Context: an optimization exercise on an open-source flow, tuned for small area. The choices shown serve that exercise and are no tape-out recipe.
The RTL was checked by simulation tests, not by an equivalence proof against the original design.
No activity file was given, so power comes from the tool's default toggle rates.

job 348:
==> flow/design.v (excerpt) <==
module edge_capture_fsm #(
    parameter integer TICKS_PER_US  = 1,
    parameter integer THRESHOLD_US  = 35,
    parameter integer CAPTURE_TICKS = 10000,
    parameter integer MAX_EDGES     = 83,
    parameter integer TS_W          = 32,
    parameter integer CW            = $clog2(MAX_EDGES + 1)
) (
    input  wire            clk,
    input  wire            rst,
    input  wire            start,
    input  wire            line_level,
    input  wire            line_err,
    input  wire [CW-1:0]   dbg_edge_idx,
    input  wire [CW-1:0]   dbg_bit_idx,
    output wire            busy,
    output wire [1:0]      phase,
    output wire [2:0]      status,
    output wire            have_reading,
    output wire            host_viol,
    output wire [7:0]      status_word,
    output wire [15:0]     humidity_x10,
    output wire [15:0]     temperature_x10,
    output wire            temp_sign,
    output wire [39:0]     frame,
    output wire [CW-1:0]   frame_offset,
    output wire [CW-1:0]   edge_count,
    output wire [CW-1:0]   bit_count,
    output wire [CW-1:0]   rejects,
    output wire [TS_W-1:0] elapsed,
    output wire            dbg_edge_valid,
    output wire [TS_W-1:0] dbg_edge_ts,
    output wire            dbg_edge_kind,
    output wire            dbg_bit_valid,
    output wire            dbg_bit
);
Size: roughly 2400 cells after synthesis, about 1000 flip-flops, ~200 I/O pins.
export LEC_CHECK = 0
export CAP_MARGIN = 20
export CORE_MARGIN = 2
export CORE_UTILIZATION = 70
export PLACE_DENSITY = 0.8
export SLEW_MARGIN = 20
create_clock -name core_clock -period 10.0 [get_ports {clk}]
standard.sh (not shown) runs the stock make flow with config.mk's settings and CLKGATE_MAP_FILE= SYNTH_SCRIPT=/design/flow/synth_recipe.tcl, a recipe that flattens the netlist after the stock synthesis.
==> flow/flow/run.sh <==
#!/bin/bash
# The standard layout (standard.sh) with these changes:
#  - synthesis runs flow/synth.tcl: the standard synthesis script, with abc
#    using the area-oriented script flow/area.abc (registers are mapped
#    before abc, so they are the standard synthesis's);
#  - ports are buffered with buf_1 cells;
#  - clock tree synthesis uses clkbuf_8 cells, sink clusters of up to 16
#    flip-flops within 60 um, and no dummy loads.
# make's full output goes to flow_make.log in the work folder; ORFS keeps
# each step's own log under orfs/logs.
set -euo pipefail
W=$(pwd)
export AREA_ABC_SCRIPT="$W/flow/area.abc"
export BUFFER_PORTS_ARGS="-buffer_cell sky130_fd_sc_hd__buf_1"
export CTS_ARGS="-sink_clustering_enable -repair_clock_nets -dont_use_dummy_load -buf_list sky130_fd_sc_hd__clkbuf_8 -sink_clustering_size 16 -sink_clustering_max_diameter 60"
sed "s#SYNTH_SCRIPT=[^ ]*#SYNTH_SCRIPT=$W/flow/synth.tcl#" standard.sh > own_standard.sh
grep -q "SYNTH_SCRIPT=$W/flow/synth.tcl" own_standard.sh
bash own_standard.sh finish > flow_make.log 2>&1
==> flow/flow/area.abc <==
&get -n
&st
&syn2
&dch
&nf -R 1000 -p
&put
mfs2 -W 4 -M 500
&get -n
&st
&dch
&nf -R 1000 -p
&put
==> flow/flow/synth.tcl <==
# The standard synthesis script (synth_recipe.tcl), with one change: abc maps
# the logic with flow/area.abc, an area-oriented script, in place of the
# flow's abc script. Registers are mapped before abc, so they are the
# standard synthesis's.
proc synth {args} { yosys synth -nofsm -noshare {*}$args }
proc abc {args} {
  set i [lsearch -exact $args -script]
  if {$i >= 0} { lset args [expr {$i+1}] $::env(AREA_ABC_SCRIPT) }
  yosys abc {*}$args
}
source $::env(SCRIPTS_DIR)/synth.tcl
# left out here: clear keep_hierarchy, flatten, clean up, hide names made inside functions, write 1_2_yosys.v
Here is what was changed in the inputs of job 7129 compared with job 348.
-- flow/config.mk --
<<< job 348, line 8
export CAP_MARGIN = 20
export CORE_MARGIN = 2
export CORE_UTILIZATION = 70
export PLACE_DENSITY = 0.8
export SLEW_MARGIN = 20
>>> job 7129, line 8
export CAP_MARGIN = 20
export CORE_MARGIN = 2
export CORE_UTILIZATION = 65
export PLACE_DENSITY = 0.75
export SLEW_MARGIN = 20
- Across job 7129 and job 348, the outcome is the same: a clean finish for every run.
- Taking job 348 as the reference, in job 7129 maximum cell stage delay along the critical path has increased; power density normalized to cell area has remained practically unchanged; wire length has increased.
- Minimum hold slack ends up lower on job 348.
- Compared to job 348, job 7129 leaves more free space in the core.
- Job 7129 vs job 348 — non-clock buffer count dropped slightly
- On average wire length per cell after detail routing, job 348 tracks job 7129 almost exactly.
- Going from job 348 to job 7129, clock power level, switching power decreased 0.015 mW.

[port drivers added, routing unchanged]
No port has a modelled driver above. Below, the same layouts with a new extraction and two added sets of constraints.
Step 1 sets driving cells, clkbuf_16 on the clock port and buf_2 on the other inputs (assumed; they add their load-dependent delay and slew).
Step 2 also shifts input and output timing later by t, the mid clock arrival at the registers, as if the neighbouring blocks saw the same clock.
Three values: no drivers, after step 1, after step 2; two values: the first two.
| run | t (ns) | slack for setup (ns) | clock arrival spread, ns | worst register clock-pin slew, ns | pins driven straight from the clock port |
|---|---|---|---|---|---|
| job 348 | 0.744 | 0.406 / 0.365 / 0.365 | 0.062 / 0.063 | 0.11 / 0.11 | 1 |
| job 7129 | 0.730 | 0.259 / 0.219 / 0.219 | 0.070 / 0.069 | 0.10 / 0.10 | 1 |
After both steps setup and hold are still met in every run listed. The setup slack of job 348, which loses most, moves by -0.041 ns with the drivers and by -0.041 ns with both steps.
